From an optimization exercise on the open Yosys and OpenROAD flow, aimed at small area, a short achievable clock period and few clock cycles per item; shortcuts taken in it are not production practice. In this exercise RTL edits were held to simulation tests only and were not proved equivalent to the original. Power is estimated from default activity; no workload was simulated.

## run.sh

```bash
#!/bin/bash
# synth_recipe.tcl (not shown) runs the flow's synth.tcl, then flattens the netlist and writes it again
# the make line also repeats each setting of config.mk as NAME=value (left out here)
make -C /OpenROAD-flow-scripts/flow DESIGN_CONFIG=/design/flow/config.mk WORK_HOME=/design/flow/orfs CLKGATE_MAP_FILE= SYNTH_SCRIPT=/design/flow/synth_recipe.tcl finish
```

## config.mk

```make
export PLATFORM = sky130hd
export DESIGN_NAME = motor_ui_core
export DESIGN_NICKNAME = motor_ui_core
export VERILOG_FILES = /design/flow/design.v
export SDC_FILE = /design/flow/constraint.sdc
export NUM_CORES = 4
export LEC_CHECK = 0
export CAP_MARGIN = 20
export CORE_MARGIN = 2
export CORE_UTILIZATION = 40
export SLEW_MARGIN = 20
```

## constraint.sdc

```tcl
create_clock -name core_clock -period 10.0 [get_ports {clk}]
set_input_delay 2.0000 -clock core_clock [delete_from_list [all_inputs] [get_ports {clk}]]
set_output_delay 2.0000 -clock core_clock [all_outputs]
set_load 0.01 [all_outputs]
```

## design.v

```verilog
module rhu_div (
    input  wire        clk,
    input  wire        start,
    input  wire [23:0] den,
    output reg         done,
    output wire        last,         
    output wire [16:0] rnd
);
    localparam [23:0] NUM  = 24'd12000000;
    localparam [31:0] NUMX = {8'd0, NUM};
    reg  [24:0] r;                   
    reg  [17:0] q;
    reg  [4:0]  cnt;                 
    reg         nb;                  
    wire        sub = !r[24];
    wire [25:0] t   = {r, nb};
    wire [25:0] dx  = sub ? ~{2'b00, den} : {2'b00, den};
    wire [25:0] nr  = t + dx + {25'd0, sub};
    assign rnd  = q[17:1] + {16'd0, q[0]};
    assign last = !done && (cnt == 5'd0);
    always @(posedge clk) begin
        if (start) begin
            r    <= {1'b0, NUM >> 18};
            cnt  <= 5'd17;
            nb   <= NUM[17];
            done <= 1'b0;
        end else if (!done) begin
            r    <= nr[24:0];
            q    <= {q[16:0], !nr[25]};
            cnt  <= cnt - 5'd1;
            nb   <= NUMX[cnt - 5'd1];
            if (last)
                done <= 1'b1;
        end
    end
endmodule
module motor_ui_core (
    input  wire        clk,
    input  wire        rst,             
    input  wire        op_valid,
    input  wire [15:0] op_word,
    output wire        op_ready,
    output reg         done,
    output reg  [15:0] result,
    output reg         refused,
    output wire [3:0]  col_drive,
    output reg  [13:0] duty_hb,
    output reg  [13:0] duty_boost,
    output reg  [13:0] duty_buck,
    output reg         pwm_out_en,
    output wire [31:0] rpm,
    output reg         running,
    output reg         vth,
    output reg  [16:0] sp_volt,
    output reg  [16:0] sp_speed,
    output reg  [16:0] sp_max,
    output reg  [1:0]  cur_row,
    output reg  [2:0]  cur_col,
    output reg  [19:0] dig_buf,         
    output reg         digit_entered
);
    localparam [16:0] BATT_CV   = 17'd900;
    localparam [16:0] CEIL_CV   = 17'd2400;
    localparam [13:0] DUTY_FULL = 14'd10000;
    localparam [23:0] EP_MAX    = 24'hFFFFFF;
    reg [15:0] hb;
    reg [47:0] hr;
    reg [3:0]  col_oh;                  
    reg [5:0]  qs0, qs1;                
    reg        qin, qout;
    reg        sp_state;                
    reg [23:0] ep;                      
    reg        ep_small;                
    reg [22:0] rpm_r;
    reg        vlow_r, vhigh_r, mzero_r;    
    assign col_drive = col_oh;
    assign rpm       = {9'd0, rpm_r};
    reg       ib_v;
    reg       ib_scan, ib_speed, ib_ctrl, ib_edge, ib_pop, ib_reset, ib_ref;
    reg       ib_kdig, ib_kup, ib_kdn, ib_klt, ib_krt, ib_kcom, ib_kstar;
    reg [3:0] ib_lo;                    
    reg       ib_above;                 
    reg       ib_sa;                    
    reg       ready_r;                  
    reg       go_r;                     
    assign op_ready = ready_r;
    wire accept = op_valid && ready_r && !rst;
    wire exec   = ib_v && go_r;
    wire [3:0] opc   = op_word[15:12];
    wire       z11_0 = (op_word[11:0] == 12'd0);
    wire [7:0] code  = op_word[7:0];
    wire       d_scan  = (opc == 4'h1) && (op_word[11:4] == 8'd0);
    wire       d_speed = (opc == 4'h2);
    wire       d_ctrl  = (opc == 4'h3) && z11_0;
    wire       d_edge  = (opc == 4'h4) && z11_0;
    wire       d_pop   = (opc == 4'h5) && z11_0;
    wire       d_key   = (opc == 4'h6) && (op_word[11:8] == 4'd0);
    wire       d_reset = (opc == 4'h7) && z11_0;
    wire       d_ref   = !(d_scan | d_speed | d_ctrl | d_edge | d_pop | d_key | d_reset);
    wire       d_kdig  = d_key && (code[7:4] == 4'h3) && (code[3:0] <= 4'd9);
    wire       d_kup   = d_key && (code == 8'h41);
    wire       d_kdn   = d_key && (code == 8'h42);
    wire       d_klt   = d_key && (code == 8'h43);
    wire       d_krt   = d_key && (code == 8'h44);
    wire       d_kcom  = d_key && (code == 8'h23);
    wire       d_kstar = d_key && (code == 8'h2A);
    wire       d_above = (op_word[11:0] >= 12'd1229);
    reg         rd_start;
    wire        rd_done, rd_last;
    wire [16:0] rd_rpm;
    rhu_div u_div (
        .clk   (clk),
        .start (rd_start),
        .den   (ep),
        .done  (rd_done),
        .last  (rd_last),
        .rnd   (rd_rpm)
    );
    function [22:0] rpm_rom;
        input [5:0] e;
        begin
            case (e)
                6'd1: rpm_rom = 23'd6000000;
                6'd2: rpm_rom = 23'd3000000;
                6'd3: rpm_rom = 23'd2000000;
                6'd4: rpm_rom = 23'd1500000;
                6'd5: rpm_rom = 23'd1200000;
                6'd6: rpm_rom = 23'd1000000;
                6'd7: rpm_rom = 23'd857143;
                6'd8: rpm_rom = 23'd750000;
                6'd9: rpm_rom = 23'd666667;
                6'd10: rpm_rom = 23'd600000;
                6'd11: rpm_rom = 23'd545455;
                6'd12: rpm_rom = 23'd500000;
                6'd13: rpm_rom = 23'd461538;
                6'd14: rpm_rom = 23'd428571;
                6'd15: rpm_rom = 23'd400000;
                6'd16: rpm_rom = 23'd375000;
                6'd17: rpm_rom = 23'd352941;
                6'd18: rpm_rom = 23'd333333;
                6'd19: rpm_rom = 23'd315789;
                6'd20: rpm_rom = 23'd300000;
                6'd21: rpm_rom = 23'd285714;
                6'd22: rpm_rom = 23'd272727;
                6'd23: rpm_rom = 23'd260870;
                6'd24: rpm_rom = 23'd250000;
                6'd25: rpm_rom = 23'd240000;
                6'd26: rpm_rom = 23'd230769;
                6'd27: rpm_rom = 23'd222222;
                6'd28: rpm_rom = 23'd214286;
                6'd29: rpm_rom = 23'd206897;
                6'd30: rpm_rom = 23'd200000;
                6'd31: rpm_rom = 23'd193548;
                6'd32: rpm_rom = 23'd187500;
                6'd33: rpm_rom = 23'd181818;
                6'd34: rpm_rom = 23'd176471;
                6'd35: rpm_rom = 23'd171429;
                6'd36: rpm_rom = 23'd166667;
                6'd37: rpm_rom = 23'd162162;
                6'd38: rpm_rom = 23'd157895;
                6'd39: rpm_rom = 23'd153846;
                6'd40: rpm_rom = 23'd150000;
                6'd41: rpm_rom = 23'd146341;
                6'd42: rpm_rom = 23'd142857;
                6'd43: rpm_rom = 23'd139535;
                6'd44: rpm_rom = 23'd136364;
                6'd45: rpm_rom = 23'd133333;
                6'd46: rpm_rom = 23'd130435;
                6'd47: rpm_rom = 23'd127660;
                6'd48: rpm_rom = 23'd125000;
                6'd49: rpm_rom = 23'd122449;
                6'd50: rpm_rom = 23'd120000;
                6'd51: rpm_rom = 23'd117647;
                6'd52: rpm_rom = 23'd115385;
                6'd53: rpm_rom = 23'd113208;
                6'd54: rpm_rom = 23'd111111;
                6'd55: rpm_rom = 23'd109091;
                6'd56: rpm_rom = 23'd107143;
                6'd57: rpm_rom = 23'd105263;
                6'd58: rpm_rom = 23'd103448;
                6'd59: rpm_rom = 23'd101695;
                6'd60: rpm_rom = 23'd100000;
                6'd61: rpm_rom = 23'd98361;
                6'd62: rpm_rom = 23'd96774;
                6'd63: rpm_rom = 23'd95238;
                default: rpm_rom = 23'd0;
            endcase
        end
    endfunction
    reg        bb_ok, hb_ok;            
    reg [13:0] p_bb, p_hb;
    reg        bg_busy, bg_job;         
    reg [4:0]  bg_cnt;
    reg [16:0] bg_hi;
    reg [14:0] bg_lo;
    wire vmid_r  = !vlow_r && !vhigh_r;
    wire hb_zero = vhigh_r || mzero_r;
    wire [16:0] bg_b    = bg_job ? sp_max : (vlow_r ? BATT_CV : sp_volt);
    wire [26:0] bg_acc  = {bg_hi[16:0], bg_lo[14:5]};
    wire [26:0] bg_x5   = bg_acc + {bg_acc[24:0], 2'b00};
    wire [17:0] bg_t    = {bg_hi, bg_lo[14]};
    wire [18:0] bg_dif  = {1'b0, bg_t} - {2'b0, bg_b};
    wire        bg_ge   = !bg_dif[18];
    wire [13:0] bg_res  = bg_lo[14:1] + {13'd0, bg_lo[0]};
    reg [16:0] cv;
    reg [2:0]  cv_i;
    reg        cv_ok;                   
    reg [3:0]  cv_d;
    always @* begin
        case (cv_i)
            3'd0:    cv_d = dig_buf[3:0];
            3'd1:    cv_d = dig_buf[7:4];
            3'd2:    cv_d = dig_buf[11:8];
            3'd3:    cv_d = dig_buf[15:12];
            default: cv_d = dig_buf[19:16];
        endcase
    end
    wire cv_last = !cv_ok && (cv_i == 3'd4);
    function [7:0] keymap;
        input [3:0] k;
        begin
            case (k)
                4'd0:  keymap = "1";
                4'd1:  keymap = "4";
                4'd2:  keymap = "7";
                4'd3:  keymap = "*";
                4'd4:  keymap = "2";
                4'd5:  keymap = "5";
                4'd6:  keymap = "8";
                4'd7:  keymap = "0";
                4'd8:  keymap = "3";
                4'd9:  keymap = "6";
                4'd10: keymap = "9";
                4'd11: keymap = "#";
                4'd12: keymap = "A";
                4'd13: keymap = "B";
                4'd14: keymap = "C";
                default: keymap = "D";
            endcase
        end
    endfunction
    wire [1:0] scol = {col_oh[3] | col_oh[2], col_oh[3] | col_oh[1]};
    reg  [3:0]  s_b;                    
    reg  [11:0] s_r;                    
    reg  [11:0] s_hr;                   
    reg  [3:0]  s_ev;                   
    integer     ri;
    always @* begin
        case (scol)
            2'd0:    begin s_b = hb[3:0];   s_r = hr[11:0];  end
            2'd1:    begin s_b = hb[7:4];   s_r = hr[23:12]; end
            2'd2:    begin s_b = hb[11:8];  s_r = hr[35:24]; end
            default: begin s_b = hb[15:12]; s_r = hr[47:36]; end
        endcase
        for (ri = 0; ri < 4; ri = ri + 1) begin
            s_ev[ri] = (ib_lo[ri] != s_b[ri]) && (s_r[3*ri +: 3] == 3'd7);
            s_hr[3*ri +: 3] = (ib_lo[ri] != s_b[ri]) ? 3'd1 :
                              ((s_r[3*ri +: 3] == 3'd7) ? 3'd7 : s_r[3*ri +: 3] + 3'd1);
        end
    end
    wire       e1_v = |s_ev;
    wire [1:0] e1   = s_ev[0] ? 2'd0 : s_ev[1] ? 2'd1 : s_ev[2] ? 2'd2 : 2'd3;
    wire [3:0] s_ev2 = s_ev & ~(4'b0001 << e1);
    wire       e2_v = |s_ev2;
    wire [1:0] e2   = s_ev2[1] ? 2'd1 : s_ev2[2] ? 2'd2 : 2'd3;
    wire       f_in  = qin ? !qs1[5] : !qs0[5];
    wire       f_oth = qin ? !qs0[5] : !qs1[5];
    wire       w1    = e1_v && f_in;
    wire       w2    = e2_v && f_in && f_oth;
    wire [5:0] d1    = {1'b1, ib_lo[e1], scol, e1};
    wire [5:0] d2    = {1'b1, ib_lo[e2], scol, e2};
    wire [5:0] pop_slot = qout ? qs1 : qs0;
    wire rising    = ib_sa && !sp_state;
    wire do_reset  = rst || (exec && ib_reset);
    wire do_commit = exec && ib_kcom;
    wire do_digit  = exec && ib_kdig;
    wire commit_v  = do_commit && (cur_row == 2'd0);
    wire commit_sm = do_commit && (cur_row != 2'd0);
    wire do_speed  = exec && ib_speed && !rising;   
    wire bg_last    = bg_busy && (bg_cnt == 5'd19);
    wire bg_pick    = !bg_busy && (!bb_ok || !hb_ok) && !do_commit;
    wire bg_pjob    = bb_ok;            
    wire bg_skip_bb = bg_pick && !bg_pjob && vhigh_r;
    wire bg_skip_hb = bg_pick &&  bg_pjob && (mzero_r || (sp_speed >= sp_max));
    wire bg_fin_bb  = (bg_last && !bg_job) || bg_skip_bb;
    wire bg_fin_hb  = (bg_last &&  bg_job) || bg_skip_hb;
    always @* rd_start = do_reset || do_speed || (exec && rising);
    reg ib_v_n, n_sa, n_ctrl, n_kcom;
    reg sp_state_n, ep_small_n, rd_ok_n, bb_ok_n, hb_ok_n, cv_ok_n, go_n;
    always @* begin
        ib_v_n = accept ? 1'b1 : (exec ? 1'b0 : ib_v);
        n_sa   = accept ? (d_speed && d_above) : ib_sa;
        n_ctrl = accept ? d_ctrl : ib_ctrl;
        n_kcom = accept ? d_kcom : ib_kcom;
        if (do_reset)
            sp_state_n = 1'b0;
        else if (exec && rising)
            sp_state_n = 1'b1;
        else if (exec && ib_speed && !ib_above)
            sp_state_n = 1'b0;
        else
            sp_state_n = sp_state;
        if (do_reset || (exec && rising))
            ep_small_n = 1'b1;
        else if (do_speed)
            ep_small_n = ep_small && (ep[5:0] != 6'd63);
        else
            ep_small_n = ep_small;
        rd_ok_n = ep_small_n || (!rd_start && (rd_done || rd_last));
        bb_ok_n = do_reset || (!commit_v  && (bb_ok || bg_fin_bb));
        hb_ok_n = do_reset || (!commit_sm && (hb_ok || bg_fin_hb));
        cv_ok_n = do_reset || do_commit || (!do_digit && (cv_ok || cv_last));
        go_n    = !((n_sa && !sp_state_n && !rd_ok_n)
                  || (n_ctrl && !(bb_ok_n && hb_ok_n))
                  || (n_kcom && !cv_ok_n));
    end
    always @(posedge clk) begin
        if (rst) begin
            ib_v    <= 1'b0;
            ready_r <= 1'b1;
            go_r    <= 1'b1;
        end else begin
            ib_v    <= ib_v_n;
            ready_r <= !ib_v_n || go_n;
            go_r    <= go_n;
        end
        if (accept) begin
            ib_scan  <= d_scan;
            ib_speed <= d_speed;
            ib_ctrl  <= d_ctrl;
            ib_edge  <= d_edge;
            ib_pop   <= d_pop;
            ib_reset <= d_reset;
            ib_ref   <= d_ref;
            ib_kdig  <= d_kdig;
            ib_kup   <= d_kup;
            ib_kdn   <= d_kdn;
            ib_klt   <= d_klt;
            ib_krt   <= d_krt;
            ib_kcom  <= d_kcom;
            ib_kstar <= d_kstar;
            ib_lo    <= op_word[3:0];
            ib_above <= d_above;
            ib_sa    <= d_speed && d_above;
        end
        done <= !rst && exec;
        if (exec)
            refused <= ib_ref;
        if (exec && ib_pop)
            result <= pop_slot[5] ? {6'd0, 1'b1, pop_slot[4], keymap(pop_slot[3:0])} : 16'd0;
        if (do_reset) begin
            hb            <= 16'd0;
            hr            <= {16{3'd7}};
            col_oh        <= 4'b0001;
            qs0           <= 6'd0;
            qs1           <= 6'd0;
            qin           <= 1'b0;
            qout          <= 1'b0;
            sp_state      <= 1'b0;
            ep            <= 24'd1;
            ep_small      <= 1'b1;
            rpm_r         <= 23'd0;
            cur_row       <= 2'd0;
            cur_col       <= 3'd0;
            dig_buf       <= 20'd0;
            digit_entered <= 1'b0;
            sp_volt       <= 17'd0;
            sp_speed      <= 17'd0;
            sp_max        <= 17'd0;
            vlow_r        <= 1'b1;
            vhigh_r       <= 1'b0;
            mzero_r       <= 1'b1;
            running       <= 1'b0;
            vth           <= 1'b0;
            duty_hb       <= 14'd0;
            duty_boost    <= 14'd0;
            duty_buck     <= 14'd0;
            pwm_out_en    <= 1'b0;
            result        <= 16'd0;
            refused       <= 1'b0;
        end else if (exec) begin
            if (ib_scan) begin
                case (scol)
                    2'd0: begin hb[3:0]   <= ib_lo; hr[11:0]  <= s_hr; end
                    2'd1: begin hb[7:4]   <= ib_lo; hr[23:12] <= s_hr; end
                    2'd2: begin hb[11:8]  <= ib_lo; hr[35:24] <= s_hr; end
                    default: begin hb[15:12] <= ib_lo; hr[47:36] <= s_hr; end
                endcase
                if (w1) begin
                    if (qin) qs1 <= d1;
                    else     qs0 <= d1;
                end
                if (w2) begin
                    if (qin) qs0 <= d2;
                    else     qs1 <= d2;
                end
                qin    <= qin ^ (w1 && !w2);
                col_oh <= {col_oh[2:0], col_oh[3]};
            end
            if (ib_speed) begin
                if (rising) begin
                    rpm_r    <= ep_small ? rpm_rom(ep[5:0]) : {6'd0, rd_rpm};
                    ep       <= 24'd1;
                    ep_small <= 1'b1;
                    sp_state <= 1'b1;
                end else begin
                    if (!ib_above)
                        sp_state <= 1'b0;
                    if (!(sp_state && ib_above) && (ep > 24'd1000))
                        rpm_r <= 23'd0;
                    if (ep != EP_MAX)
                        ep <= ep + 24'd1;
                    ep_small <= ep_small_n;
                end
            end
            if (ib_ctrl) begin
                vth <= vhigh_r;
                if (running) begin
                    duty_buck    <= vlow_r ? p_bb : (vmid_r ? DUTY_FULL : 14'd0);
                    duty_boost   <= vmid_r ? p_bb : 14'd0;
                    duty_hb      <= hb_zero ? 14'd0 : p_hb;
                    pwm_out_en   <= 1'b1;
                end else begin
                    duty_buck    <= 14'd0;
                    duty_boost   <= 14'd0;
                    duty_hb      <= 14'd0;
                    pwm_out_en   <= 1'b0;
                end
                if (digit_entered) begin
                    if (cur_col != 3'd4)
                        cur_col <= cur_col + 3'd1;
                    digit_entered <= 1'b0;
                end
            end
            if (ib_pop) begin
                if (pop_slot[5]) begin
                    if (qout) qs1 <= 6'd0;
                    else      qs0 <= 6'd0;
                    qout <= !qout;
                end
            end
            if (ib_kdig) begin
                case (cur_col)
                    3'd0: dig_buf[3:0]   <= ib_lo;
                    3'd1: dig_buf[7:4]   <= ib_lo;
                    3'd2: dig_buf[11:8]  <= ib_lo;
                    3'd3: dig_buf[15:12] <= ib_lo;
                    default: dig_buf[19:16] <= ib_lo;
                endcase
                digit_entered <= 1'b1;
            end
            if (ib_kup && cur_row != 2'd0)
                cur_row <= cur_row - 2'd1;
            if (ib_kdn && cur_row != 2'd2)
                cur_row <= cur_row + 2'd1;
            if (ib_klt && cur_col != 3'd0)
                cur_col <= cur_col - 3'd1;
            if (ib_krt && cur_col != 3'd4)
                cur_col <= cur_col + 3'd1;
            if (ib_kcom) begin
                case (cur_row)
                    2'd0: begin
                        sp_volt <= cv;
                        vlow_r  <= (cv <= BATT_CV);
                        vhigh_r <= (cv >  CEIL_CV);
                    end
                    2'd1: sp_speed <= cv;
                    default: begin
                        sp_max  <= cv;
                        mzero_r <= (cv == 17'd0);
                    end
                endcase
                dig_buf       <= 20'd0;
                cur_row       <= (cur_row == 2'd2) ? 2'd0 : cur_row + 2'd1;
                cur_col       <= 3'd0;
                digit_entered <= 1'b0;
            end
            if (ib_edge || ib_kstar) begin
                if (running)
                    running <= 1'b0;
                else if (!vth)
                    running <= 1'b1;
            end
        end
        if (do_reset || do_commit) begin
            cv    <= 17'd0;
            cv_ok <= 1'b1;
        end else if (do_digit) begin
            cv    <= 17'd0;
            cv_i  <= 3'd0;
            cv_ok <= 1'b0;
        end else if (!cv_ok) begin
            cv    <= cv * 17'd10 + {13'd0, cv_d};
            cv_i  <= cv_i + 3'd1;
            if (cv_last)
                cv_ok <= 1'b1;
        end
        if (do_reset) begin
            bb_ok   <= 1'b1;
            hb_ok   <= 1'b1;
            p_bb    <= 14'd0;
            p_hb    <= DUTY_FULL;
            bg_busy <= 1'b0;
        end else begin
            if (bg_busy) begin
                bg_cnt <= bg_cnt + 5'd1;
                if (bg_cnt < 5'd4) begin
                    {bg_hi, bg_lo[14:5]} <= bg_x5;
                end else if (!bg_last) begin
                    bg_hi <= bg_ge ? bg_dif[16:0] : bg_t[16:0];
                    bg_lo <= {bg_lo[13:0], bg_ge};
                end
                if (bg_last) begin
                    bg_busy <= 1'b0;
                    if (bg_job) begin p_hb <= bg_res; hb_ok <= 1'b1; end
                    else        begin p_bb <= bg_res; bb_ok <= 1'b1; end
                end
            end else if (bg_pick) begin
                bg_job <= bg_pjob;
                if (bg_skip_bb) begin
                    bb_ok <= 1'b1;
                end else if (bg_skip_hb) begin
                    hb_ok <= 1'b1;
                    p_hb  <= DUTY_FULL;
                end else begin
                    bg_busy <= 1'b1;
                    bg_cnt  <= 5'd0;
                    {bg_hi, bg_lo} <= {10'd0, (bg_pjob ? sp_speed :
                                               (vlow_r ? sp_volt : sp_volt - BATT_CV)), 5'd0};
                end
            end
            if (commit_v) begin
                bb_ok <= 1'b0;
                if (bg_busy && !bg_job) bg_busy <= 1'b0;
            end
            if (commit_sm) begin
                hb_ok <= 1'b0;
                if (bg_busy && bg_job) bg_busy <= 1'b0;
            end
        end
    end
endmodule
```

==> results of run 1 <==
[power by group]
part           switching [uW]  total, uW  internal [uW]
clock                     837       2100           1270
sequential               49.6       1970           1920
combinational             541        952            412
[worst reg2reg max path, stage by stage, from the launching register on]
cell,delay (ns)
dfxtp_1,1.02
inv_1,0.52
ha_1,0.34
mux2_2,0.27
ha_1,0.31
nor2b_1,0.17
o21a_1,0.15
o21ai_0,0.11
a21oi_1,0.30
a21o_1,0.21
nor4_1,0.10
o31ai_4,0.89
mux2i_1,0.34
nor2_1,0.07
o21a_1,0.18
[sequential cells by signal, summed over array words and instances, names as in the netlist, 5 cells and up, named ones only]
signal / count
bg_cnt: 5
u_div.q: 18
sp_volt: 17
bg_lo: 15
ep: 24
cv: 17
duty_buck: 14
p_bb: 14
dig_buf: 20
p_hb: 14
qs0: 6
qs1: 6
u_div.r: 25
duty_hb: 14
u_div.cnt: 5
hb: 16
bg_hi: 17
duty_boost: 14
result: 9
rpm_r: 23
sp_speed: 17
sp_max: 17
hr: 48
[kinds of logic (layout without fill, tap and decap cells)]
family                     count (synthesis)  after routing  share of synthesized area, %
AOI/OAI and AO/OA                        877            877                         21.14
and+or+nand+nor                         1203           1203                         20.71
xor gates and xnor gates                 162            162                         5.381
buffers and inverters                    296            409                         4.532
adders and majority gates                165            165                         7.963
other                                      1             16                       0.01422
DFF                                      453            453                         37.28
muxes                                     73             73                         2.980
[synthesized netlist by cell type (all sizes together), types with 59 or more instances]
master / n
edfxtp: 76
inv: 101
o211ai: 70
dfxtp: 377
o21ai: 161
clkbuf: 144
ha: 159
nor3: 64
nand3: 84
mux2i: 59
nand2: 414
xnor2: 104
nor2: 385
a21oi: 285
[metrics by stage]
step                std cells  area [um2]  hold slack (ns)  worst slack [ns]  total power, uW
floorplan                3245       26420           0.4148             5.328             2759
global route             4222       30690           0.4672             4.235             5278
global placement         4125       28780           0.4386             3.948             2943
detailed placement       4126       28790           0.4420             3.910             2952
CTS                      4222       30680           0.4513             4.568             5067
finish                   4222       30690           0.4472             4.468             5026
[metal layers]
layer / GRT usage (%) / wire length (um) / vias up
met5: 0 / 0 / -
met4: 7.857 / 2484 / 0
met2: 37.13 / 36100 / 658
li1: - / - / 11747
met3: 3.011 / 4044 / 142
met1: 31.56 / 36920 / 11028
[final cells by class]
class | count | area (um2) | area share [%]
clock buffers | 68 | 1495 | 4.872
flip-flops and latches | 453 | 9832 | 32.03
well taps | 864 | 1081 | 3.522
multi-input cells | 2496 | 15460 | 50.38
inverters | 102 | 387.9 | 1.264
repair buffers | 211 | 2036 | 6.633
clock inverters | 28 | 397.9 | 1.296
[worst paths after layout]
kind,depth (start not counted),slack (ns),end,from
worst max register to register,14,4.80,bg_hi[14]$_SDFFCE_PN0P_,vlow_r$_SDFFE_PP1P_
worst min-delay path,2,0.45,duty_buck[2]$_SDFFE_PP0P_,duty_buck[2]$_SDFFE_PP0P_
worst max-delay path,10,4.47,register,rst
worst min register to register,2,0.45,duty_buck[2]$_SDFFE_PP0P_,duty_buck[2]$_SDFFE_PP0P_
==> summary.txt, run 1 <==
STA
  • Unrepaired setup endpoints after global routing: false
  • Total Neg Setup Slack: 0 ns
  • Slew Limit Fails: 0
  • Rel. slew slack: 28.37%
  • Slew @ Worst Pin: 1.070 ns
  • Final period utilization: 55.32%
  • Hold violation total from the final report: 0
  • Max Freq: 0.1808 GHz
  • Endpoints failing setup: 0
  • Min cycle time layout: 5.532 ns
  • Clock Skew: 0.01543 ns

Placed design
  • I/O Buffers: 179
  • Gpl congestion: 0.9655
  • Dpl hpwl: 56680 um

Floorplanning
  • Die area: 67990 um2
  • IO Count: 196
  • Num rows: 94
  • Core region area: 65510 um2
  • Chip Height: 260.7 um
  • Initial Util: 40.25%
  • Die width: 260.7 um

Setup path
  • Crit. End Element: register
  • Crit Path Class: in2reg
  • Slowest CP cell: nor2_1
  • CP cell instances: clkdlybuf4s50_1, a21o_4, nor3_1, mux2i_4, ha_1, nor2_1, o21ai_0, a31oi_1, a31oi_1, a221o_1
  • Critical path peak fanout: 63
  • Startpoint types: primary input
  • Top cell by count, worst path: a31oi_1
  • Bufs and invs on worst path: 1
  • Worst EP arrival: 6.04 ns
  • CP top delay family: compound AO/OA/AOI/OAI gates
  • Worst EP required: 10.51 ns
  • Max stage delay on crit path: 0.65 ns

Global routing
  • Initial antenna violation count: 0
  • Global route overflow: 0
  • Global-route usage over all layers: 23.00%
  • Vias in the first global route: 22092
  • Pin count of the biggest net entering global routing: 74
  • First-pass GRT wire length: 125900 um

CTS
  • CTS tree: yes
  • Clock buffer count from CTS: 53
  • Htree depth: 2
  • Clock sinks: 453
  • Maximum buffer depth of the clock tree: 3
  • Post-CTS sizing: 0
  • CTS root buffer: clkbuf_16
  • Worst-path clk slew: 0.06 ns
  • Hold-fix buffers, CTS: 0
  • Worst-skew pair later-pin latency: 0.63 ns
  • Post-CTS setup buffer count: 0

Yosys
  • Post-synthesis sequential area ratio: 37.28%
  • Synth warn: 2
  • Register bit total from synthesis: 453
  • Netlist cell types: 85
  • Post-synthesis area per instance: 8.163 um2
  • Number of synthesized flops with an enable pin: 76
  • Area contributors post-synth: dfxtp_1 29%, edfxtp_1 8.7%, ha_1 7.5%, nand2_1 5.9%, nor2_1 5.4%
  • Synth area leader: dfxtp_1
  • Main synth FF type: dfxtp_1
  • Synthesized instance count: 3230
  • Post-synth top area share: 28.62%
  • Async S/R FF share, synth: 0%
  • Post-Syn Area: 26370 um2

Power and ir drop
  • Power per Cell Area: 163.8 nW/um2
  • Lkg Pwr: 0.01183 uW
  • Peak supply drop: 0.1374 mV

Final layout
  • Final-layout fill cell count: 6487
  • Most frequent cells in the layout: 412 x nand2_1, 380 x nor2_1, 375 x dfxtp_1, 282 x a21oi_1, 179 x clkdlybuf4s50_1
  • # nets final: 3500
  • Area delta synth->final: 16.40%
  • Commonest non-fill, non-tap cell in the layout: nand2_1
  • Util after Layout: 46.85%
  • ANT cells: 0
  • Fraction of layout cells with a size suffix above 1: 5.152%

Hold path
  • Hold Path Class: reg2reg

Route
  • Total Routed Length: 79550 um
  • Antenna viol nets, final: 0
  • TritonRoute pass-1 iters: 7
  • Via Count: 23575
  • Remaining DRCs: 0
  • Routed len/inst: 18.84 um
  • Post-DR vias/cell: 5.584
  • Initial DRC Count: 1835

Run
  • Max-Cap Viols: 0

Outcome
  • Status: finished clean
Testbench counts, summed over its fixed seeds: cycles 25,458, ops 24,000.
==> inputs of run 2 (changes only) <==
--- a/design.v
+++ b/design.v
@@ -116,77 +116,24 @@
         .last  (rd_last),
         .rnd   (rd_rpm)
     );
-    function [22:0] rpm_rom;
-        input [5:0] e;
-        begin
-            case (e)
-                6'd1: rpm_rom = 23'd6000000;
-                6'd2: rpm_rom = 23'd3000000;
-                6'd3: rpm_rom = 23'd2000000;
-                6'd4: rpm_rom = 23'd1500000;
-                6'd5: rpm_rom = 23'd1200000;
-                6'd6: rpm_rom = 23'd1000000;
-                6'd7: rpm_rom = 23'd857143;
-                6'd8: rpm_rom = 23'd750000;
-                6'd9: rpm_rom = 23'd666667;
-                6'd10: rpm_rom = 23'd600000;
-                6'd11: rpm_rom = 23'd545455;
-                6'd12: rpm_rom = 23'd500000;
-                6'd13: rpm_rom = 23'd461538;
-                6'd14: rpm_rom = 23'd428571;
-                6'd15: rpm_rom = 23'd400000;
-                6'd16: rpm_rom = 23'd375000;
-                6'd17: rpm_rom = 23'd352941;
-                6'd18: rpm_rom = 23'd333333;
-                6'd19: rpm_rom = 23'd315789;
-                6'd20: rpm_rom = 23'd300000;
-                6'd21: rpm_rom = 23'd285714;
-                6'd22: rpm_rom = 23'd272727;
-                6'd23: rpm_rom = 23'd260870;
-                6'd24: rpm_rom = 23'd250000;
-                6'd25: rpm_rom = 23'd240000;
-                6'd26: rpm_rom = 23'd230769;
-                6'd27: rpm_rom = 23'd222222;
-                6'd28: rpm_rom = 23'd214286;
-                6'd29: rpm_rom = 23'd206897;
-                6'd30: rpm_rom = 23'd200000;
-                6'd31: rpm_rom = 23'd193548;
-                6'd32: rpm_rom = 23'd187500;
-                6'd33: rpm_rom = 23'd181818;
-                6'd34: rpm_rom = 23'd176471;
-                6'd35: rpm_rom = 23'd171429;
-                6'd36: rpm_rom = 23'd166667;
-                6'd37: rpm_rom = 23'd162162;
-                6'd38: rpm_rom = 23'd157895;
-                6'd39: rpm_rom = 23'd153846;
-                6'd40: rpm_rom = 23'd150000;
-                6'd41: rpm_rom = 23'd146341;
-                6'd42: rpm_rom = 23'd142857;
-                6'd43: rpm_rom = 23'd139535;
-                6'd44: rpm_rom = 23'd136364;
-                6'd45: rpm_rom = 23'd133333;
-                6'd46: rpm_rom = 23'd130435;
-                6'd47: rpm_rom = 23'd127660;
-                6'd48: rpm_rom = 23'd125000;
-                6'd49: rpm_rom = 23'd122449;
-                6'd50: rpm_rom = 23'd120000;
-                6'd51: rpm_rom = 23'd117647;
-                6'd52: rpm_rom = 23'd115385;
-                6'd53: rpm_rom = 23'd113208;
-                6'd54: rpm_rom = 23'd111111;
-                6'd55: rpm_rom = 23'd109091;
-                6'd56: rpm_rom = 23'd107143;
-                6'd57: rpm_rom = 23'd105263;
-                6'd58: rpm_rom = 23'd103448;
-                6'd59: rpm_rom = 23'd101695;
-                6'd60: rpm_rom = 23'd100000;
-                6'd61: rpm_rom = 23'd98361;
-                6'd62: rpm_rom = 23'd96774;
-                6'd63: rpm_rom = 23'd95238;
-                default: rpm_rom = 23'd0;
-            endcase
-        end
-    endfunction
+    localparam [64*23-1:0] RPM_TAB = {
+        23'd95238, 23'd96774, 23'd98361, 23'd100000,
+        23'd101695, 23'd103448, 23'd105263, 23'd107143,
+        23'd109091, 23'd111111, 23'd113208, 23'd115385,
+        23'd117647, 23'd120000, 23'd122449, 23'd125000,
+        23'd127660, 23'd130435, 23'd133333, 23'd136364,
+        23'd139535, 23'd142857, 23'd146341, 23'd150000,
+        23'd153846, 23'd157895, 23'd162162, 23'd166667,
+        23'd171429, 23'd176471, 23'd181818, 23'd187500,
+        23'd193548, 23'd200000, 23'd206897, 23'd214286,
+        23'd222222, 23'd230769, 23'd240000, 23'd250000,
+        23'd260870, 23'd272727, 23'd285714, 23'd300000,
+        23'd315789, 23'd333333, 23'd352941, 23'd375000,
+        23'd400000, 23'd428571, 23'd461538, 23'd500000,
+        23'd545455, 23'd600000, 23'd666667, 23'd750000,
+        23'd857143, 23'd1000000, 23'd1200000, 23'd1500000,
+        23'd2000000, 23'd3000000, 23'd6000000, 23'd0
+    };
     reg        bb_ok, hb_ok;            
     reg [13:0] p_bb, p_hb;
     reg        bg_busy, bg_job;         
@@ -216,29 +163,7 @@
         endcase
     end
     wire cv_last = !cv_ok && (cv_i == 3'd4);
-    function [7:0] keymap;
-        input [3:0] k;
-        begin
-            case (k)
-                4'd0:  keymap = "1";
-                4'd1:  keymap = "4";
-                4'd2:  keymap = "7";
-                4'd3:  keymap = "*";
-                4'd4:  keymap = "2";
-                4'd5:  keymap = "5";
-                4'd6:  keymap = "8";
-                4'd7:  keymap = "0";
-                4'd8:  keymap = "3";
-                4'd9:  keymap = "6";
-                4'd10: keymap = "9";
-                4'd11: keymap = "#";
-                4'd12: keymap = "A";
-                4'd13: keymap = "B";
-                4'd14: keymap = "C";
-                default: keymap = "D";
-            endcase
-        end
-    endfunction
+    localparam [16*8-1:0] KEYMAP = {"D", "C", "B", "A", "#", "9", "6", "3", "0", "8", "5", "2", "*", "7", "4", "1"};
     wire [1:0] scol = {col_oh[3] | col_oh[2], col_oh[3] | col_oh[1]};
     reg  [3:0]  s_b;                    
     reg  [11:0] s_r;                    
@@ -274,6 +199,7 @@
     wire do_reset  = rst || (exec && ib_reset);
     wire do_commit = exec && ib_kcom;
     wire do_digit  = exec && ib_kdig;
+    wire do_toggle = exec && (ib_edge || ib_kstar);
     wire commit_v  = do_commit && (cur_row == 2'd0);
     wire commit_sm = do_commit && (cur_row != 2'd0);
     wire do_speed  = exec && ib_speed && !rising;   
@@ -286,6 +212,7 @@
     wire bg_fin_hb  = (bg_last &&  bg_job) || bg_skip_hb;
     always @* rd_start = do_reset || do_speed || (exec && rising);
     reg ib_v_n, n_sa, n_ctrl, n_kcom;
+    reg running_n, vhigh_n, mzero_n;
     reg sp_state_n, ep_small_n, rd_ok_n, bb_ok_n, hb_ok_n, cv_ok_n, go_n;
     always @* begin
         ib_v_n = accept ? 1'b1 : (exec ? 1'b0 : ib_v);
@@ -310,8 +237,17 @@
         bb_ok_n = do_reset || (!commit_v  && (bb_ok || bg_fin_bb));
         hb_ok_n = do_reset || (!commit_sm && (hb_ok || bg_fin_hb));
         cv_ok_n = do_reset || do_commit || (!do_digit && (cv_ok || cv_last));
+        if (do_reset)
+            running_n = 1'b0;
+        else if (do_toggle)
+            running_n = !running && !vth;
+        else
+            running_n = running;
+        vhigh_n = do_reset ? 1'b0 : (commit_v ? (cv >  CEIL_CV) : vhigh_r);
+        mzero_n = do_reset ? 1'b1 : ((commit_sm && cur_row == 2'd2) ? (cv == 17'd0) : mzero_r);
         go_n    = !((n_sa && !sp_state_n && !rd_ok_n)
-                  || (n_ctrl && !(bb_ok_n && hb_ok_n))
+                  || (n_ctrl && running_n && ((!bb_ok_n && !vhigh_n)
+                                             || (!hb_ok_n && !vhigh_n && !mzero_n)))
                   || (n_kcom && !cv_ok_n));
     end
     always @(posedge clk) begin
@@ -347,7 +283,7 @@
         if (exec)
             refused <= ib_ref;
         if (exec && ib_pop)
-            result <= pop_slot[5] ? {6'd0, 1'b1, pop_slot[4], keymap(pop_slot[3:0])} : 16'd0;
+            result <= pop_slot[5] ? {6'd0, 1'b1, pop_slot[4], KEYMAP[8*pop_slot[3:0] +: 8]} : 16'd0;
         if (do_reset) begin
             hb            <= 16'd0;
             hr            <= {16{3'd7}};
@@ -399,7 +335,7 @@
             end
             if (ib_speed) begin
                 if (rising) begin
-                    rpm_r    <= ep_small ? rpm_rom(ep[5:0]) : {6'd0, rd_rpm};
+                    rpm_r    <= ep_small ? RPM_TAB[23*ep[5:0] +: 23] : {6'd0, rd_rpm};
                     ep       <= 24'd1;
                     ep_small <= 1'b1;
                     sp_state <= 1'b1;
--- a/config.mk
+++ b/config.mk
@@ -8,4 +8,5 @@
 export CAP_MARGIN = 20
 export CORE_MARGIN = 2
 export CORE_UTILIZATION = 40
+export SETUP_SLACK_MARGIN = 5
 export SLEW_MARGIN = 20
==> run 2 against run 1 <==
Still clean. Via count grew 1.1%. Cell count shrank 1.6%. Sequential power shrank 5%. Sequential share of layout area shrank 0.77 points. Total power shrank 8.2%. Critical path type is now reg2reg. Largest cell class unchanged.
==> summary.txt, run 2 <==
Power and ir drop
  • Lkg Pwr: 0.01125 uW
  • Peak supply drop: 0.1166 mV
  • Power per Cell Area: 153.9 nW/um2

Yosys
  • Async S/R FF share, synth: 0%
  • Post-synth top area share: 27.32%
  • Synth area leader: dfxtp_1
  • Area contributors post-synth: dfxtp_1 27%, edfxtp_1 8.8%, ha_1 7.5%, nand2_1 5.9%, a21oi_1 5.4%
  • Commonest cells in the synthesized netlist: 409 x nand2_1, 354 x dfxtp_1, 351 x nor2_1
  • Synth warn: 2
  • Number of synthesized flops with an enable pin: 76
  • Register bit total from synthesis: 430
  • Post-synthesis sequential area ratio: 36.12%
  • Count leader, synth: nand2_1
  • Main synth FF type: dfxtp_1
  • Netlist cell types: 92
  • Synthesized instance count: 3185
  • Post-Syn Area: 25940 um2
  • Post-synthesis area per instance: 8.144 um2

Global routing
  • Global route overflow: 0
  • Initial antenna violation count: 0
  • Global-route usage over all layers: 22.69%
  • Vias in the first global route: 22171
  • Pin count of the biggest net entering global routing: 89
  • First-pass GRT wire length: 124000 um

Setup path
  • Slowest CP cell: dfxtp_2
  • FF-to-FF path depth: 13
  • Worst EP arrival: 4.70 ns
  • CP cell instances: inv_1, ha_1, mux2_2, ha_1, nor2b_1, o31a_1, o211ai_1, nand3_1, a41oi_1, o21ai_4, mux2_2, a21oi_1, nor2_1
  • R2r setup slk: 5.64 ns
  • Critical path peak fanout: 25
  • Startpoint types: register
  • R2R Path Start: vlow_r$_SDFFE_PP1P_
  • Max stage delay on crit path: 0.62 ns
  • Crit. End Element: register
  • Crit Path Class: reg2reg
  • Worst EP required: 10.34 ns
  • RR Endpoint: bg_hi[5]$_DFFE_PP_

Hold path
  • Hold_sp: duty_buck[10]$_SDFFE_PP0P_
  • Hold Path Class: reg2reg
  • Hold EP: duty_buck[10]$_SDFFE_PP0P_
  • Worst Hold Depth: 2

Floorplanning
  • Die area: 66900 um2
  • Core region area: 64230 um2
  • Num rows: 93
  • IO Count: 196
  • Initial Util: 40.38%
  • Chip Height: 258.7 um
  • Die width: 258.7 um

STA
  • Final period utilization: 43.55%
  • Max Freq: 0.2296 GHz
  • Unrepaired setup endpoints after global routing: false
  • Min cycle time layout: 4.355 ns
  • Total Neg Setup Slack: 0 ns
  • Slew @ Worst Pin: 1.056 ns
  • Rel. slew slack: 29.44%
  • Clock Skew: 0.03074 ns
  • Hold violation total from the final report: 0
  • Slew Limit Fails: 0
  • Endpoints failing setup: 0

Final layout
  • Max FFs per register: 48
  • Util after Layout: 46.68%
  • Fraction of layout cells with a size suffix above 1: 5.241%
  • Finished Cell Area: 29990 um2
  • FF+latch area: 9374 um2
  • Commonest non-fill, non-tap cell in the layout: nand2_1
  • Most frequent cells in the layout: 409 x nand2_1, 350 x dfxtp_1, 349 x nor2_1, 281 x a21oi_1, 179 x clkdlybuf4s50_1
  • Top Registers: hr (48), u_div.r (25), ep (24)
  • Final-layout fill cell count: 6279
  • Biggest register: hr
  • # nets final: 3443
  • ANT cells: 0
  • Area delta synth->final: 15.60%
  • Multi-input gate area in the final layout: 15500 um2

CTS
  • Worst-path clk slew: 0.07 ns
  • CTS tree: yes
  • CTS root buffer: clkbuf_16
  • Clock sinks: 430
  • Post-CTS setup buffer count: 0
  • Clock buffer count from CTS: 48
  • Maximum buffer depth of the clock tree: 3
  • Htree depth: 2
  • Worst-skew pair later-pin latency: 0.61 ns

Route
  • Via Count: 23841
  • TritonRoute pass-1 iters: 5
  • Post-DR vias/cell: 5.737
  • Routed len/inst: 18.90 um
  • Antenna viol nets, final: 0
  • Initial DRC Count: 2007
  • Remaining DRCs: 0
  • Total Routed Length: 78540 um

Run
  • Max-Cap Viols: 0

Placed design
  • Area post-placement: 28320 um2
  • Dpl hpwl: 56710 um
  • I/O Buffers: 179
  • Gpl congestion: 0.8971

Outcome
  • Status: finished clean
[run 2: cell count changes after synthesis, moves of 10 or more]
cell,previous run,this run
a211oi_1,40,51
a21o_1,42,30
a22oi_1,50,67
clkbuf_1,144,154
dfxtp_1,377,354
inv_1,98,88
nor2_1,381,351
nor2b_1,25,40
o211ai_1,70,81
o22ai_1,22,9
[run 2: how the worst max path moves through the flow]
| stage | start | to | slack [ns] | depth (start not counted) |
|---|---|---|---|---|
| final | vlow_r$_SDFFE_PP1P_ | bg_hi[5]$_DFFE_PP_ | 5.64 | 13 |
| after global routing | vlow_r$_SDFFE_PP1P_ | bg_hi[6]$_DFFE_PP_ | 5.26 | 13 |
| after CTS | vlow_r$_SDFFE_PP1P_ | bg_hi[5]$_DFFE_PP_ | 5.09 | 13 |
| after detailed placement | vlow_r$_SDFFE_PP1P_ | bg_hi[5]$_DFFE_PP_ | 5.11 | 13 |
| after global placement | rst | qs1[4]$_SDFFE_PP0P_ | 5.24 | 7 |
| after floorplan | rst | bg_hi[0]$_DFFE_PP_ | 5.72 | 5 |
[run 2: per-layer routing]
layer,vias up,GRT usage [%],share of wire (%)
li1,11565,-,-
met1,11418,31.04,46
met2,729,36.99,46
met3,129,3.365,5.8
met4,0,6.744,2.5
met5,-,0,0
[run 2: final cells by class]
class	instances	share of cell area, %
clock buffer	78	5.137
clock inverter	10	0.3589
inverter	92	1.152
multi-input combinational	2478	51.70
sequential	430	31.26
tap	855	3.568
timing repair buffer	213	6.827
[run 2: worst max-delay path: cells and delay by family (launching register included)]
kind	cells	cell delay [ns]
fa+ha+maj	2	0.61
mux	2	0.67
buf+inv	1	0.36
flops	1	0.62
simple gates	3	0.44
compound gates	5	1.36
[run 2: cell families (layout without fill, tap and decap cells)]
| group | after synthesis | in the layout | share of synthesized area, % |
|---|---|---|---|
| and+or+nand+nor | 1175 | 1175 | 20.61 |
| xor gates and xnor gates | 165 | 165 | 5.600 |
| other | 1 | 16 | 0.01446 |
| adders and majority gates | 162 | 162 | 7.954 |
| muxes | 79 | 79 | 3.275 |
| AOI/OAI and AO/OA | 881 | 881 | 21.88 |
| buffers and inverters | 292 | 393 | 4.549 |
| DFF | 430 | 430 | 36.12 |
[run 2: power by group]
part           internal (uW)  switching (uW)
combinational            400             508
clock                   1080             752
sequential              1830            46.7
[run 2: what timing repair did]
| action | 4_1_cts | 5_1_grt |
|---|---|---|
| gates resized for setup | 0 | 2 |
| hold buffers | 0 | 0 |
| endpoints found under the setup margin | 0 | 16 |
[run 2: metrics by stage]
stage / hold WS (ns) / setup WS [ns] / power [uW] / instances
2_1_floorplan: 0.4307 / 5.719 / 2633 / 3200
3_3_place_gp: 0.4417 / 5.235 / 2782 / 4068
3_5_place_dp: 0.4410 / 5.110 / 2811 / 4068
4_1_cts: 0.4527 / 5.088 / 4650 / 4156
5_1_grt: 0.4743 / 5.259 / 4848 / 4156
6_report: 0.4539 / 5.645 / 4615 / 4156
Testbench counts of run 2, summed over its fixed seeds: cycles 24,813, ops 24,000.
==> inputs of run 3 (changes only) <==
--- a/config.mk
+++ b/config.mk
@@ -8,5 +8,4 @@
 export CAP_MARGIN = 20
 export CORE_MARGIN = 2
 export CORE_UTILIZATION = 40
-export SETUP_SLACK_MARGIN = 5
 export SLEW_MARGIN = 20
==> run 3 against run 2 <==
Clock skew is essentially flat. Combinational power is essentially flat. Cell count did not move. Sequential cell count unchanged. Area after synthesis stayed put. Register-to-register slack lost 0.63 ns. Clock-buffer cell count stayed put. Critical endpoint unchanged. Largest cell class unchanged.
==> summary.txt, run 3 <==
Setup path
  • Startpoint types: register
  • Crit. End Element: register
  • FF-to-FF path depth: 13
  • Max stage delay on crit path: 0.88 ns
  • Worst EP arrival: 5.33 ns
  • CP cell instances: inv_1, ha_1, mux2_2, ha_1, nor2b_1, o31a_1, o211ai_1, nand3_1, a41oi_1, o21ai_2, mux2_2, a21oi_1, nor2_1
  • Worst EP required: 10.34 ns
  • Crit Path Class: reg2reg
  • Slowest CP cell: dfxtp_1
  • Critical path peak fanout: 25

STA
  • Slew @ Worst Pin: 1.054 ns
  • Hold violation total from the final report: 0
  • Worst setup margin: 5.012 ns
  • Max Freq: 0.2005 GHz
  • Clock Skew: 0.03087 ns
  • Min cycle time layout: 4.988 ns
  • Final period utilization: 49.88%
  • Unrepaired setup endpoints after global routing: false
  • Rel. slew slack: 29.75%
  • Endpoints failing setup: 0
  • Slew Limit Fails: 0
  • Total Neg Setup Slack: 0 ns

Yosys
  • Area contributors post-synth: dfxtp_1 27%, edfxtp_1 8.8%, ha_1 7.5%, nand2_1 5.9%, a21oi_1 5.4%
  • Count leader, synth: nand2_1
  • Post-synthesis sequential area ratio: 36.12%
  • Post-synth top area share: 27.32%
  • Synthesized instance count: 3185
  • Dominant combinational cell family by area after synthesis: compound AO/OA/AOI/OAI gates
  • XOR/XNOR Fraction of Synth Area: 5.600%
  • Synth Area in Adders: 7.954%
  • Register bit total from synthesis: 430
  • Mux cell area share after synthesis: 3.275%
  • Post-Syn Area: 25940 um2
  • Main synth FF type: dfxtp_1
  • Post-synthesis area per instance: 8.144 um2
  • Synth area leader: dfxtp_1
  • Number of synthesized flops with an enable pin: 76
  • Async S/R FF share, synth: 0%
  • Netlist cell types: 92
  • Compound-cell area share of the yosys netlist: 21.88%
  • Post-synthesis simple-gate area fraction: 20.61%
  • Commonest cells in the synthesized netlist: 409 x nand2_1, 354 x dfxtp_1, 351 x nor2_1
  • Synth warn: 2

Floorplanning
  • Num rows: 93
  • Core region area: 64230 um2
  • Chip Height: 258.7 um
  • IO Count: 196
  • Die area: 66900 um2
  • Die width: 258.7 um
  • Initial Util: 40.38%

Outcome
  • Status: finished clean

Final layout
  • ANT cells: 0
  • Most frequent cells in the layout: 409 x nand2_1, 351 x dfxtp_1, 349 x nor2_1, 281 x a21oi_1, 179 x clkdlybuf4s50_1
  • Fin cells: 4156
  • Max FFs per register: 48
  • Biggest register: hr
  • Top Registers: hr (48), u_div.r (25), ep (24)
  • Area delta synth->final: 15.57%
  • Commonest non-fill, non-tap cell in the layout: nand2_1
  • Fraction of layout cells with a size suffix above 1: 5.211%
  • # nets final: 3443

CTS
  • Worst-skew pair later-pin latency: 0.61 ns
  • Post-CTS sizing: 0
  • CTS tree: yes
  • Worst-path clk slew: 0.07 ns
  • Clock sinks: 430
  • Clock buffer count from CTS: 48
  • Maximum buffer depth of the clock tree: 3
  • CTS root buffer: clkbuf_16
  • Hold-fix buffers, CTS: 0
  • Post-CTS setup buffer count: 0
  • Htree depth: 2

Power and ir drop
  • Peak supply drop: 0.1165 mV
  • Power per Cell Area: 154.0 nW/um2
  • Lkg Pwr: 0.01125 uW

Run
  • Max-Cap Viols: 0

Route
  • Initial DRC Count: 2008
  • Total Routed Length: 78560 um
  • Remaining DRCs: 0
  • Via Count: 23817
  • Routed len/inst: 18.90 um
  • Antenna viol nets, final: 0
  • Post-DR vias/cell: 5.731
  • TritonRoute pass-1 iters: 6

Placed design
  • Inst Count DP: 4068
  • Gpl congestion: 0.8971
  • I/O Buffers: 179
  • Dpl hpwl: 56710 um
  • Pre-CTS setup slack: 5.110 ns

Global routing
  • Global route overflow: 0
  • Pin count of the biggest net entering global routing: 89
  • Vias in the first global route: 22171
  • First-pass GRT wire length: 124000 um
  • Initial antenna violation count: 0
  • Global-route usage over all layers: 22.69%

Hold path
  • Hold Path Class: reg2reg
  • Worst Hold Depth: 2
run 3: cell counts after synthesis:
No cell type changed its count.
run 3: per-stage QoR:
step | power [uW] | utilization [%] | hold WS [ns] | cell area, um2
floorplan | 2633 | - | 0.4307 | 25990
global placement | 2782 | 44.09 | 0.4417 | 28320
CTS | 4650 | 46.66 | 0.4527 | 29970
finish | 4616 | 46.67 | 0.4539 | 29980
detailed placement | 2811 | 44.09 | 0.4410 | 28320
global route | 4848 | 46.67 | 0.4743 | 29980
run 3: worst max-delay path, delay by kind of cell (launching register included):
| kind | cells | cell delay (ns) |
|---|---|---|
| AOI/OAI and AO/OA | 5 | 1.57 |
| DFF | 1 | 0.88 |
| muxes | 2 | 0.69 |
| adders and majority gates | 2 | 0.64 |
| buffers and inverters | 1 | 0.47 |
| and+or+nand+nor | 3 | 0.44 |
run 3: kinds of logic (layout without fill, tap and decap cells):
kind of cell / after synthesis / after routing
muxes: 79 / 79
other: 1 / 16
buffers and inverters: 292 / 393
xor gates and xnor gates: 165 / 165
adders and majority gates: 162 / 162
DFF: 430 / 430
AOI/OAI and AO/OA: 881 / 881
and+or+nand+nor: 1175 / 1175
run 3: final cells by class:
class	instances	area [um2]
Clock buffer	78	1540
Clock inverter	10	107.6
Fill cell	6279	34260
Inverter	92	345.3
Multi-Input combinational cell	2478	15490
Sequential cell	430	9373
Tap cell	855	1070
Timing Repair Buffer	213	2047
run 3: per-layer routing:
layer / part of all wire [%] / routed length (um) / track usage (%)
met1: 46 / 35820 / 31.04
met2: 46 / 36180 / 36.99
met3: 5.8 / 4591 / 3.365
met4: 2.5 / 1963 / 6.744
met5: 0 / 0 / 0
run 3: power breakdown:
group / total [uW] / leakage [uW] / switching (uW) / internal, uW
logic: 907 / 0.00682 / 508 / 400
clock network: 1830 / 0.000821 / 753 / 1080
registers: 1870 / 0.00361 / 46.6 / 1830
run 3: worst paths after layout:
check / from / end / slack [ns]
max: vlow_r$_SDFFE_PP1P_ / bg_hi[5]$_DFFE_PP_ / 5.01
min: duty_buck[10]$_SDFFE_PP0P_ / duty_buck[10]$_SDFFE_PP0P_ / 0.45
max reg2reg: vlow_r$_SDFFE_PP1P_ / bg_hi[5]$_DFFE_PP_ / 5.01
min reg2reg: duty_buck[10]$_SDFFE_PP0P_ / duty_buck[10]$_SDFFE_PP0P_ / 0.45

==> separate check: timing with driven ports <==
No port has a modelled driver above. Below, the same layouts with a new extraction and two added sets of constraints.
Step 1 sets driving cells, clkbuf_16 on the clock port and buf_2 on the other inputs (assumed; they add their load-dependent delay and slew).
Step 2 adds t to the input delays and takes it off the output delays; t is the mean of the earliest and latest rising clock arrival at the registers after step 1. Input paths then give back, and output paths get back, about the clock's delay inside the block.
Three values: ideal, step 1, step 2; two values: the first two.
run | t, ns | slack for setup (ns) | clock arrival spread, ns | worst register clock-pin slew, ns | cell pins on the clock port's net
run 1 | 0.686 | 4.468 / 4.488 / 3.801 | 0.020 / 0.019 | 0.07 / 0.07 | 1
run 2 | 0.662 | 5.645 / 5.645 / 5.113 | 0.034 / 0.034 | 0.07 / 0.07 | 1
run 3 | 0.663 | 5.012 / 5.012 / 5.012 | 0.034 / 0.035 | 0.07 / 0.07 | 1
After both steps setup and hold are still met in every run listed. For run 1, which loses most, drivers alone change the setup slack by +0.020 ns; drivers and shift together by -0.667 ns.
